What follows belongs to an exercise in optimizing a design on an open flow for small area, a short achievable clock period and few clock cycles per item; a production flow would make more cautious choices.
Function was checked by simulation only, so behaviour that the tests miss may differ from the original.
Power figures rest on the tool's default switching activity, not on a simulated workload.

==> flow/design.v <==
module ghmc_core (
    input  wire         clk,
    input  wire         rst,             
    input  wire         in_valid,
    output wire         in_ready,
    input  wire [31:0]  in_cmd,
    input  wire [127:0] in_din,
    output wire         ciph_req_valid,
    output wire         ciph_req_dec,
    output wire [127:0] ciph_req_data,
    input  wire         ciph_resp_valid,
    input  wire [127:0] ciph_resp_data,
    output reg          out_valid,
    output reg  [7:0]   out_err,
    output wire [127:0] out_dout,
    output wire [127:0] out_chain,
    output wire [127:0] out_s,
    output wire [127:0] out_tag,
    output wire [7:0]   out_status,      
    output wire [11:0]  out_cfg          
);
    localparam integer D  = 16;
    localparam integer M  = 128 / D;
    localparam [7:0] OP_NOP    = 8'h00;
    localparam [7:0] OP_START  = 8'h01;
    localparam [7:0] OP_BLOCK  = 8'h02;
    localparam [7:0] OP_IV     = 8'h03;
    localparam [7:0] OP_IVEND  = 8'h04;
    localparam [7:0] OP_AAD    = 8'h05;
    localparam [7:0] OP_FINISH = 8'h06;
    localparam [7:0] OP_LOADH  = 8'h10;
    localparam [7:0] OP_CLEAR  = 8'h11;
    localparam [7:0] OP_SETS   = 8'h12;
    localparam [7:0] OP_STEP   = 8'h13;
    localparam [7:0] OP_MULREF = 8'h14;
    localparam [7:0] OP_MULTBL = 8'h15;
    localparam [7:0] OP_MULX   = 8'h16;
    localparam [7:0] OP_INC32  = 8'h20;
    localparam [2:0] M_CBC = 3'd1;
    localparam [2:0] M_CFB = 3'd2;
    localparam [2:0] M_OFB = 3'd3;
    localparam [2:0] M_CTR = 3'd4;
    localparam [2:0] M_GCM = 3'd5;
    localparam [2:0] P_IDLE     = 3'd0;
    localparam [2:0] P_TEXT     = 3'd1;
    localparam [2:0] P_GCM_IV   = 3'd2;
    localparam [2:0] P_GCM_AAD  = 3'd3;
    localparam [2:0] P_GCM_TEXT = 3'd4;
    localparam [2:0] P_GCM_DONE = 3'd5;
    localparam [7:0] E_NONE      = 8'd0;
    localparam [7:0] E_ILL_OP    = 8'd1;
    localparam [7:0] E_ILL_FIELD = 8'd2;
    localparam [7:0] E_NO_STREAM = 8'd3;
    localparam [7:0] E_WRONG_MODE= 8'd4;
    localparam [7:0] E_SEQUENCE  = 8'd5;
    localparam [7:0] E_NO_IV     = 8'd6;
    localparam [7:0] E_NO_PRIOR  = 8'd7;
    localparam [7:0] E_TAG_LEN   = 8'd8;
    localparam [7:0] E_NO_KEY    = 8'd9;
    localparam [127:0] R_POLY = {8'he1, 120'd0};
    reg [2:0]   phase;
    reg         pcl, chv, tblv, tagchk, tagok;
    reg [2:0]   cfg_mode;
    reg         cfg_dir;
    reg [7:0]   cfg_tlen;
    reg [127:0] dout, chain, h, s, tag, tagexp;
    reg [159:0] lr;
    assign out_dout   = dout;
    assign out_chain  = chain;
    assign out_s      = s;
    assign out_tag    = tag;
    assign out_status = {tagok, tagchk, tblv, chv, pcl, phase};
    assign out_cfg    = {cfg_tlen, cfg_dir, cfg_mode};
    function [127:0] mulx;
        input [127:0] a;
        begin
            mulx = (a >> 1) ^ (a[0] ? R_POLY : 128'd0);
        end
    endfunction
    function [127:0] bmask;
        input [4:0] n;
        integer k;
        begin
            for (k = 0; k < 16; k = k + 1)
                bmask[127 - 8*k -: 8] = (k < n) ? 8'hff : 8'h00;
        end
    endfunction
    function [127:0] inc32;
        input [127:0] a;
        begin
            inc32 = {a[127:32], a[31:0] + 32'd1};
        end
    endfunction
    reg         qv;          
    reg [31:0]  qcmd;
    reg [127:0] qdin;
    reg         qpend;       
    reg         qresp;       
    wire accept = in_valid && in_ready;
    integer k;
    wire [7:0] w_op   = qcmd[7:0];
    wire [2:0] w_mode = qcmd[10:8];
    wire       w_dir  = qcmd[11];
    wire       w_leg  = qcmd[12];
    wire [4:0] w_nb   = qcmd[20:16];
    wire [7:0] w_tlen = qcmd[31:24];
    wire w_is_stream = (w_op >= OP_START) && (w_op <= OP_FINISH);
    wire w_nb_cmd    = (w_op == OP_BLOCK) || (w_op == OP_IV) || (w_op == OP_AAD) || (w_op == OP_STEP);
    wire [7:0] w_tlen_eff = (w_tlen == 8'd0) ? 8'd128 : w_tlen;
    wire [7:0] i_op   = in_cmd[7:0];
    wire [2:0] i_mode = in_cmd[10:8];
    wire       i_dir  = in_cmd[11];
    wire       i_leg  = in_cmd[12];
    wire [4:0] i_nb   = in_cmd[20:16];
    wire [7:0] i_tlen = in_cmd[31:24];
    wire       i_nb_cmd   = (i_op == OP_BLOCK) || (i_op == OP_IV) || (i_op == OP_AAD) || (i_op == OP_STEP);
    wire [7:0] i_tlen_eff = (i_tlen == 8'd0) ? 8'd128 : i_tlen;
    reg [7:0] i_err;         
    always @* begin
        i_err = E_NONE;
        if (!(i_op <= OP_FINISH || (i_op >= OP_LOADH && i_op <= OP_MULX) || i_op == OP_INC32))
            i_err = E_ILL_OP;
        else if (in_cmd[15:13] != 3'd0 || in_cmd[23:21] != 3'd0)
            i_err = E_ILL_FIELD;
        else if (i_op != OP_START && (in_cmd[12:8] != 5'd0 || in_cmd[31:24] != 8'd0))
            i_err = E_ILL_FIELD;
        else if (i_nb_cmd && (i_nb == 5'd0 || i_nb > 5'd16))
            i_err = E_ILL_FIELD;
        else if (!i_nb_cmd && i_op != OP_START && i_nb != 5'd0)
            i_err = E_ILL_FIELD;
        else if (i_op == OP_START) begin
            if (i_mode == 3'd0 || i_mode > M_GCM)
                i_err = E_ILL_FIELD;
            else if (i_nb > 5'd16)
                i_err = E_ILL_FIELD;
            else if (i_mode != M_GCM && (i_tlen != 8'd0 || i_nb != 5'd0))
                i_err = E_ILL_FIELD;
            else if (i_mode == M_GCM && i_tlen != 8'd0 &&
                     (i_tlen[2:0] != 3'd0 || i_tlen > 8'd128))
                i_err = E_ILL_FIELD;
            else if (i_mode == M_GCM && !i_dir && i_nb != 5'd0)
                i_err = E_ILL_FIELD;
            else if (i_leg && i_mode != M_CBC)
                i_err = E_NO_IV;
        end
    end
    function [7:0] chk_f;
        input [2:0] ph;
        input       pc, cv, tv;
        input [2:0] md;
        begin
        chk_f = i_err;
        if (i_err != E_NONE)
            ;
        else if (i_op == OP_START) begin
            if (i_leg && !cv)
                chk_f = E_NO_PRIOR;
            else if (i_mode == M_GCM && i_dir && {i_nb, 3'd0} != i_tlen_eff)
                chk_f = E_TAG_LEN;
        end
        else if ((i_op == OP_STEP || i_op == OP_MULREF || i_op == OP_MULTBL) && !tv)
            chk_f = E_NO_KEY;
        else if (i_op >= OP_BLOCK && i_op <= OP_FINISH && ph == P_IDLE)
            chk_f = E_NO_STREAM;
        else if ((i_op == OP_IV || i_op == OP_IVEND || i_op == OP_AAD || i_op == OP_FINISH) &&
                 md != M_GCM)
            chk_f = E_WRONG_MODE;
        else begin
            case (i_op)
                OP_BLOCK:
                    if (md == M_GCM) begin
                        if (ph == P_GCM_IV)
                            chk_f = E_NO_IV;
                        else if (ph == P_GCM_DONE || (ph == P_GCM_TEXT && pc))
                            chk_f = E_SEQUENCE;
                    end else begin
                        if (pc)
                            chk_f = E_SEQUENCE;
                        else if (md == M_CBC && i_nb != 5'd16)
                            chk_f = E_ILL_FIELD;
                    end
                OP_IV:
                    if (!(ph == P_GCM_IV && !pc)) chk_f = E_SEQUENCE;
                OP_IVEND:
                    if (ph != P_GCM_IV) chk_f = E_SEQUENCE;
                OP_AAD:
                    if (ph == P_GCM_IV)
                        chk_f = E_NO_IV;
                    else if (!(ph == P_GCM_AAD && !pc))
                        chk_f = E_SEQUENCE;
                OP_FINISH:
                    if (ph == P_GCM_IV)
                        chk_f = E_NO_IV;
                    else if (ph == P_GCM_DONE)
                        chk_f = E_SEQUENCE;
                default: ;
            endcase
        end
        end
    endfunction
    wire       deq_acc = qv && !busy;
    reg  [2:0] phase_d;
    reg        pcl_d, chv_d, tblv_d;
    reg  [2:0] cfg_mode_d;
    wire [7:0] i_chk = deq_acc ? chk_f(phase_d, pcl_d, chv_d, tblv_d, cfg_mode_d)
                               : chk_f(phase, pcl, chv, tblv, cfg_mode);
    reg [3:0]  q_err;        
    reg        q_bad;        
    reg [15:0] q_bm;         
    reg        q_nblt16;     
    always @(posedge clk) begin
        if (accept) begin
            q_err <= i_chk[3:0];
            q_bad <= (i_chk != E_NONE);
            q_nblt16 <= (i_nb < 5'd16);
            for (k = 0; k < 16; k = k + 1) q_bm[k] <= (5'd15 - k[4:0]) < i_nb;
        end
    end
    reg [12:0] qo;
    always @(posedge clk)
        if (accept) begin
            qo[0]  <= (i_op == OP_START);
            qo[1]  <= (i_op == OP_BLOCK);
            qo[2]  <= (i_op == OP_IV);
            qo[3]  <= (i_op == OP_IVEND);
            qo[4]  <= (i_op == OP_AAD);
            qo[5]  <= (i_op == OP_FINISH);
            qo[6]  <= (i_op == OP_LOADH);
            qo[7]  <= (i_op == OP_CLEAR);
            qo[8]  <= (i_op == OP_SETS);
            qo[9]  <= (i_op == OP_STEP);
            qo[10] <= (i_op == OP_MULREF) || (i_op == OP_MULTBL);
            qo[11] <= (i_op == OP_MULX);
            qo[12] <= (i_op == OP_INC32);
        end
    wire op_start = qo[0],  op_block = qo[1],  op_iv    = qo[2],  op_ivend = qo[3];
    wire op_aad   = qo[4],  op_finish = qo[5], op_loadh = qo[6],  op_clear = qo[7];
    wire op_sets  = qo[8],  op_step  = qo[9],  op_mulref = qo[10], op_mulx = qo[11];
    wire op_inc32 = qo[12];
    wire op_stream = op_start | op_block | op_iv | op_ivend | op_aad | op_finish;
    wire [7:0] chk_err = {4'd0, q_err};
    localparam [3:0] K_GSTART = 4'd0;    
    localparam [3:0] K_CBCE   = 4'd1;
    localparam [3:0] K_CBCD   = 4'd2;
    localparam [3:0] K_CFB    = 4'd3;
    localparam [3:0] K_OFB    = 4'd4;
    localparam [3:0] K_CTR    = 4'd5;
    localparam [3:0] K_GCME   = 4'd6;    
    localparam [3:0] K_GCMD   = 4'd7;    
    localparam [3:0] K_FIN    = 4'd8;    
    localparam [3:0] K_IVEND  = 4'd9;    
    localparam [3:0] K_MUL    = 4'd10;   
    reg         busy;        
    reg         creq;        
    reg         rdec;        
    reg         cpend;       
    reg         mrun;        
    reg         mdst;        
    reg [3:0]   kind;
    reg         iv12;        
    reg [15:0]  bm;          
    reg [127:0] z;           
    reg [2:0]   mcnt;        
    assign in_ready       = !qv || (!busy && !qpend);
    assign ciph_req_valid = creq;
    assign ciph_req_dec   = rdec;
    assign ciph_req_data  = chain;       
    wire qresp_now = qpend && ciph_resp_valid;
    wire deq       = qv && !busy && !qresp_now;
    wire ok        = deq && !q_bad;
    wire bad       = deq && q_bad;
    wire [127:0] hx [0:D-1];
    wire [127:0] zx [0:D];
    assign hx[0] = h;
    assign zx[0] = z;
    genvar g;
    generate
        for (g = 1; g < D; g = g + 1) begin : g_hx
            assign hx[g] = mulx(hx[g-1]);
        end
        for (g = 1; g <= D; g = g + 1) begin : g_zx
            assign zx[g] = mulx(zx[g-1]);
        end
    endgenerate
    reg  [D-1:0] mdig;       
    reg  [127:0] acc;
    integer j;
    always @* begin
        acc = zx[D];
        for (j = 0; j < D; j = j + 1)
            acc = acc ^ (mdig[j] ? hx[D-1-j] : 128'd0);
    end
    reg  mlast;              
    reg  [127:0] bm128;
    always @* for (k = 0; k < 16; k = k + 1) bm128[8*k +: 8] = {8{bm[k]}};
    wire [127:0] ksm   = ciph_resp_data & bm128;
    wire [127:0] o_blk = dout ^ ksm;
    wire         resp  = cpend && ciph_resp_valid;
    reg  [127:0] w_mask;
    always @* for (k = 0; k < 16; k = k + 1) w_mask[8*k +: 8] = {8{q_bm[k]}};
    wire [127:0] w_dinm  = qdin & w_mask;
    reg  tdone;
    wire t_k    = resp && kind == K_FIN && mrun;
    wire t_dir  = resp && kind == K_FIN && !mrun;
    wire t_post = busy && kind == K_FIN && !mrun && !cpend && !tdone;
    wire [127:0] t_m = bmask(cfg_tlen[7:3]);
    wire gstart = ok && op_start && w_mode == M_GCM;
    wire [127:0] tag_nx =
        ({128{!gstart && !t_k && !t_dir}} & (t_post ? t_m : {128{1'b1}}) & tag) ^
        ({128{t_dir || t_post}} & t_m & s) ^
        ({128{t_k}} & ciph_resp_data) ^ ({128{t_dir}} & t_m & ciph_resp_data);
    wire m_done_now = !mrun || mlast;
    wire c_done_now = !cpend || ciph_resp_valid;
    wire gcme_wait  = (kind == K_GCME) && cpend;    
    wire finish_now = busy && (
        (kind == K_FIN)   ? tdone :
        (kind == K_IVEND) ? (!mrun) :
                            (m_done_now && c_done_now && !gcme_wait &&
                             !(resp && kind == K_GCME)));
    wire q_ok   = qv && !qpend && !qresp && !q_bad;
    wire earlyA = busy && resp && finish_now && q_ok &&
                  op_block && cfg_mode != M_CBC;
    wire earlyB = busy && mrun && !cpend && !creq && kind != K_IVEND && q_ok &&
                  op_block && cfg_mode == M_GCM && !cfg_dir;
    wire earlyC = busy && resp && kind == K_GCME && q_ok &&
                  op_block && cfg_mode == M_GCM && !cfg_dir;
    wire early  = earlyA || earlyB || earlyC;
    always @* begin
        phase_d    = phase;
        pcl_d      = pcl;
        chv_d      = chv;
        tblv_d     = tblv;
        cfg_mode_d = cfg_mode;
        if (q_bad) begin
            if (op_stream) begin
                phase_d = P_IDLE;
                pcl_d   = 1'b0;
            end
        end else begin
            case (1'b1)
                op_start: begin
                    cfg_mode_d = w_mode;
                    pcl_d      = 1'b0;
                    case (w_mode)
                        M_CBC: begin chv_d = 1'b1; phase_d = P_TEXT; end
                        M_GCM: begin tblv_d = 1'b1; chv_d = 1'b0; phase_d = P_GCM_IV; end
                        default: begin chv_d = 1'b0; phase_d = P_TEXT; end
                    endcase
                end
                op_block: begin
                    pcl_d = q_nblt16;
                    if (cfg_mode == M_CBC) chv_d = 1'b1;
                    if (cfg_mode == M_GCM) phase_d = P_GCM_TEXT;
                end
                op_iv, op_aad: pcl_d = q_nblt16;
                op_ivend:  begin phase_d = P_GCM_AAD; pcl_d = 1'b0; end
                op_finish: begin phase_d = P_GCM_DONE; pcl_d = 1'b0; end
                op_loadh:  tblv_d = 1'b1;
                default: ;
            endcase
        end
    end
    always @(posedge clk) begin
        if (rst) begin
            phase    <= P_IDLE;
            pcl      <= 1'b0;
            chv      <= 1'b0;
            tblv     <= 1'b0;
            cfg_mode <= 3'd0;
        end else if (deq) begin
            phase    <= phase_d;
            pcl      <= pcl_d;
            chv      <= chv_d;
            tblv     <= tblv_d;
            cfg_mode <= cfg_mode_d;
        end
    end
    always @(posedge clk) begin
        if (rst) begin
            qv    <= 1'b0;
            qpend <= 1'b0;
            qresp <= 1'b0;
        end else begin
            if (deq) begin
                qv    <= 1'b0;
                qpend <= 1'b0;
                qresp <= 1'b0;
            end
            if (accept) begin
                qv   <= 1'b1;
                qcmd <= in_cmd;
            end
            if (qresp_now) begin
                qresp <= 1'b1;
                qpend <= 1'b0;
            end
            if (early)
                qpend <= 1'b1;
        end
    end
    always @(posedge clk) begin
        if (rst) begin
            busy      <= 1'b0;
            creq      <= 1'b0;
            cpend     <= 1'b0;
            mrun      <= 1'b0;
            mlast     <= 1'b0;
            tdone     <= 1'b0;
            iv12      <= 1'b0;
            out_valid <= 1'b0;
            out_err   <= E_NONE;
            tagchk    <= 1'b0;
            tagok     <= 1'b0;
            cfg_dir   <= 1'b0;
            cfg_tlen  <= 8'd0;
            tagexp    <= 128'd0;
        end else begin
            out_valid <= 1'b0;
            creq      <= 1'b0;
            iv12      <= (lr[63:0] == 64'd12);
            if (bad) begin
                out_valid <= 1'b1;
                out_err   <= chk_err;
            end
            if (ok) begin
                out_err <= E_NONE;
                mdst    <= 1'b0;
                rdec    <= 1'b0;
                bm      <= q_bm;
                case (1'b1)
                    op_start: begin
                        cfg_dir  <= w_dir;
                        cfg_tlen <= (w_mode == M_GCM) ? w_tlen_eff : 8'd0;
                        tagchk   <= 1'b0;
                        tagok    <= 1'b0;
                        case (w_mode)
                            M_CBC: begin
                                out_valid <= 1'b1;
                            end
                            M_GCM: begin
                                tagexp <= w_dir ? w_dinm : 128'd0;
                                busy   <= 1'b1;
                                creq   <= 1'b1;
                                cpend  <= 1'b1;
                                kind   <= K_GSTART;
                            end
                            default: begin
                                out_valid <= 1'b1;
                            end
                        endcase
                    end
                    op_block: begin
                        busy  <= 1'b1;
                        if (!qpend && !qresp) begin
                            creq  <= 1'b1;
                            cpend <= 1'b1;
                        end
                        if (qpend)
                            cpend <= 1'b1;
                        case (cfg_mode)
                            M_CBC: begin
                                if (!cfg_dir) begin
                                    kind  <= K_CBCE;
                                end else begin
                                    rdec  <= 1'b1;
                                    kind  <= K_CBCD;
                                end
                            end
                            M_CFB: begin kind <= K_CFB; end
                            M_OFB: begin kind <= K_OFB; end
                            M_CTR: begin kind <= K_CTR; end
                            default: begin
                                if (cfg_dir) begin
                                    mrun <= 1'b1;
                                    mcnt <= 0;
                                    kind <= K_GCMD;
                                end else begin
                                    kind <= K_GCME;
                                    if (qresp) begin     
                                        mrun  <= 1'b1;
                                        mcnt  <= 0;
                                    end
                                end
                            end
                        endcase
                    end
                    op_iv: begin
                        busy  <= 1'b1;
                        mrun  <= 1'b1;
                        mcnt  <= 0;
                        kind  <= K_MUL;
                    end
                    op_ivend: begin
                        if (iv12) begin
                            out_valid <= 1'b1;
                        end else begin
                            busy <= 1'b1;
                            mrun <= 1'b1;
                            mcnt <= 0;
                            kind <= K_IVEND;
                        end
                    end
                    op_aad, op_step: begin
                        if (op_aad) begin
                        end
                        busy  <= 1'b1;
                        mrun  <= 1'b1;
                        mcnt  <= 0;
                        kind  <= K_MUL;
                    end
                    op_finish: begin
                        busy   <= 1'b1;
                        if (!qpend) creq <= 1'b1;
                        cpend  <= 1'b1;
                        mrun   <= 1'b1;
                        mcnt   <= 0;
                        kind   <= K_FIN;
                    end
                    op_loadh: begin
                        out_valid <= 1'b1;
                    end
                    op_clear: begin out_valid <= 1'b1; end
                    op_sets:  begin out_valid <= 1'b1; end
                    op_mulref: begin
                        mdst <= 1'b1;
                        busy <= 1'b1;
                        mrun <= 1'b1;
                        mcnt <= 0;
                        kind <= K_MUL;
                    end
                    op_mulx:  begin out_valid <= 1'b1; end
                    op_inc32: begin out_valid <= 1'b1; end
                    default:  out_valid <= 1'b1;    
                endcase
            end
            if (resp) begin
                cpend <= 1'b0;
                case (kind)
                    K_GSTART: ;
                    K_GCME: begin
                        mrun  <= 1'b1;
                        mcnt  <= 0;
                    end
                    K_FIN: ;
                    default: ;
                endcase
            end
            mlast <= 1'b0;
            if (mrun) begin
                mcnt <= mcnt + 1'b1;
                if (mcnt == M - 2)
                    mlast <= 1'b1;
                if (mlast)
                    mrun <= 1'b0;
            end
            tdone <= t_dir || t_post;
            if (tdone && cfg_dir) begin
                tagchk <= 1'b1;
                tagok  <= (tag == tagexp);
            end
            if (finish_now) begin
                busy      <= 1'b0;
                out_valid <= 1'b1;
            end
            if (early) begin
                creq <= 1'b1;
                rdec <= 1'b0;
            end
        end
    end
    reg s_keep, s_xd, s_xl, s_xo;
    reg d_keep, d_yd, d_yc, d_ym, d_yi, d_yk;
    reg c_keep, c_wq, c_wj, c_wk, c_wd, c_wo, c_wi, c_ws;
    always @* begin
        s_keep = 1'b1; s_xd = 1'b0; s_xl = 1'b0; s_xo = 1'b0;
        d_keep = 1'b1; d_yd = 1'b0; d_yc = 1'b0; d_ym = 1'b0; d_yi = 1'b0; d_yk = 1'b0;
        c_keep = 1'b1; c_wq = 1'b0; c_wj = 1'b0; c_wk = 1'b0; c_wd = 1'b0; c_wo = 1'b0;
        c_wi = 1'b0; c_ws = 1'b0;
        if (ok) begin
            case (1'b1)
                op_start:
                    if (w_mode == M_GCM) begin
                        c_keep = 1'b0;
                        s_keep = 1'b0;
                    end else if (w_mode != M_CBC || !w_leg) begin
                        c_keep = 1'b0;
                        c_wq   = 1'b1;
                    end
                op_block: begin
                    d_keep = 1'b0;                   
                    if (cfg_mode == M_CBC) begin
                        c_wq = 1'b1;                 
                        if (cfg_dir) begin           
                            c_keep = 1'b0;
                            d_yc   = 1'b1;
                        end
                    end else begin
                        d_yd = 1'b1;
                        if (cfg_mode == M_GCM && (cfg_dir || qresp))
                            s_xd = 1'b1;
                        if (cfg_mode == M_GCM && !cfg_dir && qresp)
                            c_wi = 1'b1;
                    end
                end
                op_iv, op_aad, op_step: s_xd = 1'b1;
                op_ivend:
                    if (iv12) begin
                        c_keep = 1'b0;
                        c_wj   = 1'b1;
                        s_keep = 1'b0;
                    end else
                        s_xl = 1'b1;
                op_finish: s_xl = 1'b1;
                op_clear:  s_keep = 1'b0;
                op_sets:   begin s_keep = 1'b0; s_xd = 1'b1; end
                op_mulref: begin d_keep = 1'b0; d_yd = 1'b1; end
                op_mulx:   begin d_keep = 1'b0; d_ym = 1'b1; end
                op_inc32:  begin d_keep = 1'b0; d_yi = 1'b1; end
                default: ;
            endcase
        end
        if (resp) begin
            case (kind)
                K_CBCE, K_OFB: begin d_yk = 1'b1; c_keep = 1'b0; c_wk = 1'b1; end
                K_CBCD:        d_yk = 1'b1;
                K_CFB: begin
                    d_yk   = 1'b1;
                    c_keep = 1'b0;
                    if (cfg_dir) c_wd = 1'b1;
                    else         c_wo = 1'b1;
                end
                K_CTR, K_GCMD: begin d_yk = 1'b1; c_wi = 1'b1; end
                K_GCME:        begin d_yk = 1'b1; c_wi = 1'b1; s_xo = 1'b1; end
                default: ;
            endcase
        end
        if (busy && kind == K_IVEND && !mrun) begin
            c_keep = 1'b0;
            c_ws   = 1'b1;
            s_keep = 1'b0;
        end
    end
    wire         q_full = (op_sets) || (op_mulref) || (op_mulref);
    wire [127:0] qdx    = q_full ? qdin : w_dinm;
    wire [127:0] lens   = {(op_finish) ? lr[159:96] : 64'd0, lr[60:0], 3'd0};
    wire [31:0]  c_inc  = chain[31:0] + 32'd1;
    wire [127:0] s_x  = ({128{s_xd}} & qdx) | ({128{s_xl}} & lens) | ({128{s_xo}} & o_blk);
    wire [127:0] d_y  = ({128{d_yd}} & qdx) | ({128{d_yc}} & chain) |
                        ({128{d_ym}} & mulx(qdin)) | ({128{d_yi}} & inc32(qdin)) |
                        ({128{d_yk}} & ksm);
    wire [127:0] c_w  = ({128{c_wq}} & qdin) | ({128{c_wj}} & {lr[159:64], 32'd2}) |
                        ({128{c_wk}} & ciph_resp_data) | ({128{c_wd}} & dout) |
                        ({128{c_wo}} & o_blk) | ({128{c_wi}} & {96'd0, chain[31:0] ^ c_inc}) |
                        ({128{c_ws}} & inc32(s));
    wire [127:0] s_nx = ({128{s_keep}} & s) ^ s_x;
    wire [127:0] d_nx = ({128{d_keep}} & dout) ^ d_y;
    wire [127:0] c_nx = ({128{c_keep}} & chain) ^ c_w;
    wire         c_swap = (ok && op_finish) || (resp && kind == K_FIN);
    always @(posedge clk) begin
        if (rst) begin
            s     <= 128'd0;
            dout  <= 128'd0;
            chain <= 128'd0;
        end else begin
            if (mrun && !mdst) s <= mlast ? acc : (s >> D);
            else               s <= s_nx;
            if (mrun && mdst)  dout <= mlast ? acc : (dout >> D);
            else               dout <= d_nx;
            chain <= c_swap ? {chain[127:32], lr[95:64]} : c_nx;
        end
    end
    always @(posedge clk)
        if (mrun) mdig <= mdst ? dout[2*D-1:D] : s[2*D-1:D];
        else      mdig <= (ok && op_mulref) ? d_nx[D-1:0] : s_nx[D-1:0];
    always @(posedge clk)
        qdin <= ({128{!accept}} & qdin) ^ ({128{accept}} & in_din) ^
                ({128{qresp_now}} & ciph_resp_data);
    wire h_q    = ok && op_loadh;
    wire h_k    = resp && kind == K_GSTART;
    wire l_iv   = ok && op_iv;
    wire l_iv12 = ok && op_ivend && iv12;
    wire l_blk  = ok && op_block && cfg_mode == M_GCM;
    wire l_aad  = ok && op_aad;
    wire l_post = busy && kind == K_IVEND && !mrun;
    wire l_hi0  = gstart || l_iv12 || l_post;
    wire [63:0] l_hi_add = lr[159:96] + {56'd0, w_nb, 3'd0};
    wire [63:0] l_lo_add = lr[63:0] + {59'd0, w_nb};
    always @(posedge clk) begin
        if (rst) begin
            h   <= 128'd0;
            tag <= 128'd0;
            lr  <= 160'd0;
        end else begin
            h   <= ({128{!h_q && !h_k}} & h) | ({128{h_q}} & qdin) | ({128{h_k}} & ciph_resp_data);
            tag <= tag_nx;
            lr[159:96] <= ({64{!l_hi0 && !l_iv && !l_aad}} & lr[159:96]) |
                          ({64{l_iv}} & w_dinm[127:64]) | ({64{l_aad}} & l_hi_add);
            lr[95:64]  <= ({32{!gstart && !l_iv && !l_iv12 && !l_post && !c_swap}} & lr[95:64]) |
                          ({32{l_iv}} & w_dinm[63:32]) | {31'd0, l_iv12} |
                          ({32{l_post}} & s[31:0]) | ({32{c_swap}} & chain[31:0]);
            lr[63:0]   <= ({64{!l_hi0 && !l_iv && !l_blk}} & lr[63:0]) |
                          ({64{l_iv || l_blk}} & l_lo_add);
        end
    end
    always @(posedge clk) begin
        if (rst || !mrun || mlast)
            z <= 128'd0;
        else
            z <= acc;
    end
endmodule
==> flow/run.sh <==
#!/bin/bash
# synth_recipe.tcl (not shown) runs the flow's synth.tcl, then flattens the netlist and writes it again
# the make line also repeats each setting of config.mk as NAME=value (left out here)
make -C /OpenROAD-flow-scripts/flow DESIGN_CONFIG=/design/flow/config.mk WORK_HOME=/design/flow/orfs CLKGATE_MAP_FILE= SYNTH_SCRIPT=/design/flow/synth_recipe.tcl finish
==> flow/config.mk <==
export PLATFORM = sky130hd
export DESIGN_NAME = ghmc_core
export DESIGN_NICKNAME = ghmc_core
export VERILOG_FILES = /design/flow/design.v
export SDC_FILE = /design/flow/constraint.sdc
export NUM_CORES = 4
export LEC_CHECK = 0
export CAP_MARGIN = 20
export CORE_MARGIN = 2
export CORE_UTILIZATION = 35
export PLACE_DENSITY = 0.5
export SETUP_SLACK_MARGIN = 3.0
export SLEW_MARGIN = 20
==> flow/constraint.sdc <==
create_clock -name core_clock -period 6.0 [get_ports {clk}]
set_input_delay 1.2000 -clock core_clock [delete_from_list [all_inputs] [get_ports {clk}]]
set_output_delay 1.2000 -clock core_clock [all_outputs]
set_load 0.01 [all_outputs]
==> out/results.txt <==
Max-cap violations in this run came to 0. Sequential elements use 26.0% of the synthesized area. Layout-stage area growth over the synthesis result: 26.8%. For the via count of the first global-routing pass, the log shows 104k. Leaving out fill and tap cells, the most frequent cells in the layout are nand2_1, xnor2_1, xor2_1, dfxtp_1, a21oi_1.

The number of endpoints failing setup at the final stage is 0, and the leakage power of the design is 0.0459 uW. The clock net in this run drives a total of 1313 sinks. Horizontal die dimension: 550 um. A synthesized cell averages 7.47 um2.

By startpoint and endpoint, the worst setup path is classified as flip-flop to flip-flop. The worst hold path belongs to the class flip-flop to flip-flop. The area of the die was 302000 um2. For the number of hold violations in the final report, the log shows 0. After filler insertion, the fill cell instance count of the layout stands at 30.3k. Most frequent standard cell in the layout excluding fill and tap cells: nand2_1.

The number of DRC violations after detailed routing came out at 0. Setup repair after global routing could not meet its margin everywhere. Across all layers, the routed design uses 119k vias. Dominant register cell in the synthesized netlist: dfxtp_1. Cells with a size suffix above 1 make up 16.6% of the layout.

The clock-pin slew on the worst setup and hold paths works out to 70 ps. The power density over the cells works out to 177 nW/um2. The worst IR drop on VDD is 0.000193 V. The final setup TNS came out at 0 ps. The weighted congestion at the end of routability-driven global placement is 1.04, and the die height is 550 um.

The count of standard-cell rows was 200. Dividing the detail-routed via count by the number of cells gives 6.40. Clock tree synthesis inserted a total of 174 buffers. For the count of synthesis-stage warnings from yosys, the log shows 1.

STA classifies the critical path endpoint as a flip-flop. For the final max-slew violation count, the log shows 0. 964 I/O pins were placed. The count of different cell masters after synthesis came out at 93. For the worst-case headroom to the max-slew limit, the log shows 5.29%.

The detail route stage leaves a number of antenna-violating nets equal to 0. In the final routed layout, each cell accounts on average for 37.5 um. Final layout net count: 14.8k. The post-synthesis cell area came out at 104000 um2. Walking the worst path, the cells encountered are buf_12 > buf_4 > clkbuf_16 > nand2_1 > xnor2_1 > xnor2_1 > xnor2_1 > xnor3_1 > nor2_4 > a211oi_1 > a211oi_1. At the pin with the least slew margin, the transition time is 1420 ps.

The total overflow left after global routing is 0. Static timing analysis puts the maximum clock frequency at 0.307 GHz. For the worst setup path, the data required time is 6760 ps. For the number of buffers between clock root and the deepest sink, the log shows 4. For the slack of the critical path, the log shows 2740 ps. The flow ran to the end and the layout has no timing, DRC or antenna violations. Once the floorplan was initialized, standard cells occupied 35.1% of the core. For the source-to-sink clock delay at the later pin of the worst-skew pair, the log shows 940 ps. The sequential cells in the finished layout cover a total of 28600 um2. The cell type with the highest occurrence count on the critical path is xnor2_1. The cell type of the slowest stage on the worst timing path is xnor3_1. Dividing the final minimum period by the clock period gives 54.4%. The tools report the combined global-route utilization of all metal layers as 43.2%. The worst setup path is launched from a flip-flop. Input and output buffers added on the ports amount to 959. The H-tree generated during clock tree synthesis spans 4 levels.

The largest single stage delay on the critical path is 640 ps. The cell class contributing the biggest share of worst-path delay was XOR/XNOR gates. Of all nets on the critical path, the largest fanout is 30. At the placement stage, the worst setup path has a slack of 1160 ps. The region available for standard cell placement spans 297000 um2.

TritonCTS built the clock tree. Data arrives at the worst endpoint at 4030 ps. The clock arrives with 58.0 ps of skew.

The logs give 14 for the number of iterations in the first detailed-routing pass and 917000 um for the wire length of the first global-routing pass. In the synthesized netlist the async set-or-reset flop fraction comes to 0%. The HPWL after detailed placement is 472000 um. The root buffer cell chosen for the clock tree is clkbuf_16. Counting both buffers and inverters, the worst setup path holds a total of 3. The synthesis-stage register bit count came out at 1313. The synthesized design contains 78 enable-type register cells. The minimum hold slack was 454 ps. The largest net degree at the start of global routing is 126. After detailed routing, the total wire length is 697000 um. The cell count after synthesis came out at 14.0k. The violation count after the first detailed-routing iteration was 21.2k. Summing all multi-input logic gate instances after layout gives 74200 um2.

The worst path in the final design needs a cycle of 3260 ps, including I/O delays and setup. The tools report the initial antenna violation count as 121.
[flip-flops by register name, indices dropped and copies added, names as in the netlist, 3 cells and up]
signal    flops
phase         3
mcnt          3
q_err         4
lr          160
z           128
tag         128
qcmd         18
qdin        128
s           128
tagexp      128
cfg_tlen      8
h           128
mdig         16
qo           13
out_err       4
kind          4
chain       128
bm           16
q_bm         16
cfg_mode      3
dout        128
[worst register-to-register path, stage by stage (launching register included)]
cell       delay (ps)
dfxtp_4           440
buf_12            180
buf_4             200
clkbuf_16         300
nand2_1           110
xnor2_1           150
xnor2_1           130
xnor2_1           230
xnor3_1           640
nor2_4            160
a211oi_1          440
a211oi_1           90
[path summary, 6_finish.rpt]
path	start	end	slack, ps	depth (start not counted)
hold reg to reg	tagexp[45]	tagexp[45]	450	2
hold / removal	tagexp[45]	tagexp[45]	450	2
setup reg to reg	mdig[7]	dout[16]	2740	11
setup / recovery	mdig[7]	dout[16]	2740	11
[report_power, final]
part | total (uW) | switching [uW] | internal [uW]
Combinational | 2650 | 1780 | 862
Clock | 11200 | 4780 | 6430
Sequential | 9490 | 628 | 8860
Total | 23300 | 7190 | 16200
[per-stage QoR]
step / area, um2 / power [uW] / cells / utilization [%]
2_1_floorplan: 106000 / 10500 / 13972 / -
3_3_place_gp: 118000 / 11900 / 17749 / 39.7
3_5_place_dp: 118000 / 11900 / 17749 / 39.7
4_1_cts: 129000 / 22900 / 18394 / 43.5
5_1_grt: 132000 / 23500 / 18544 / 44.5
6_report: 132000 / 23300 / 18611 / 44.6
[synthesized netlist by cell type (16+ instances only)]
master | instances | area [um2]
a211oi_1 | 309 | 2320
a21o_1 | 18 | 135
a21oi_1 | 705 | 3530
a221oi_1 | 125 | 1090
a222oi_1 | 303 | 3030
a22o_1 | 113 | 990
a22oi_1 | 457 | 3430
a311oi_1 | 25 | 219
a31oi_1 | 50 | 313
a41oi_1 | 20 | 175
and2_1 | 47 | 294
and3_1 | 121 | 757
buf_1 | 209 | 785
buf_2 | 16 | 80.1
buf_4 | 138 | 1040
clkbuf_1 | 1106 | 4150
clkbuf_2 | 41 | 205
dfxtp_1 | 1235 | 24700
edfxtp_1 | 78 | 2340
inv_1 | 124 | 465
mux2i_1 | 142 | 1420
nand2_1 | 3623 | 13600
nand2b_1 | 16 | 100
nand3_1 | 306 | 1530
nand4_1 | 75 | 469
nor2_1 | 721 | 2710
nor2b_1 | 96 | 601
nor3_1 | 75 | 375
nor4_1 | 67 | 419
o211ai_1 | 39 | 293
o21ai_0 | 233 | 1170
o21ai_1 | 17 | 85.1
o221ai_1 | 24 | 210
o22ai_1 | 37 | 231
o311a_1 | 48 | 480
or2_2 | 16 | 100
or3_1 | 26 | 163
or4_1 | 24 | 180
xnor2_1 | 1932 | 16900
xnor3_1 | 158 | 3560
xor2_1 | 815 | 7140
[routing by layer]
layer	vias to the layer above	wire, um	GRT usage (%)
met3	2463	113000	19.3
met4	80	61600	29.3
met2	10319	266000	58.5
met1	57749	256000	54.4
li1	48480	-	-
met5	-	658	0.348
[final cells by class]
type / instances / area share (%)
clock buffer: 242 / 3.79
tap: 3939 / 3.73
clock inverter: 68 / 0.570
timing repair buffer: 1814 / 13.7
antenna: 77 / 0.146
inverter: 127 / 0.380
multi-input combinational: 11031 / 56.1
sequential: 1313 / 21.6
[kinds of logic after synthesis]
kind of cell / after synthesis / synth area share [%]
and+or+nand+nor: 5293 / 21.2
muxes: 146 / 1.41
buffers and inverters: 1639 / 6.48
DFF: 1313 / 26.0
AOI/OAI and AO/OA: 2641 / 18.0
adders and majority gates: 18 / 0.229
other: 1 / 0.00360
xor gates and xnor gates: 2918 / 26.8
[timing repair]
| action | CTS | global route |
|---|---|---|
| cloned | 16 | 22 |
| setup buffers | 319 | 117 |
| endpoints found under the setup margin | 1638 | 648 |
| pin swaps | 72 | 143 |
| gates resized for setup | 2036 | 361 |
| hold buffers | 0 | 0 |
Testbench counts, summed over its fixed seeds: cycles 7,120, items 680.

-- re-timing with driven ports --
How much do the figures lean on ideal ports? The routed layout below was timed once more, with nothing changed but the port constraints.
Step 1 assumes that a clkbuf_16 drives the clock port and a buf_2 every other input.
Step 2 adds t to the input delays and takes it off the output delays; t is the mean of the earliest and latest rising clock arrival at the registers after step 1. Input paths then give back, and output paths get back, about the clock's delay inside the block.
Slacks: no drivers / after step 1 / after step 2; pairs: no drivers / after step 1.
t, ns: 1.022
setup slack, ns: 2.738 / 2.738 / 1.938
latest minus earliest clock arrival (ns): 0.059 / 0.059
worst slew at a driven data input, ns: 0.25
pins driven straight from the clock port: 1
After both steps this run still meets setup and hold. The setup slack of this run moves by 0.000 ns with the drivers and by -0.800 ns with both steps.
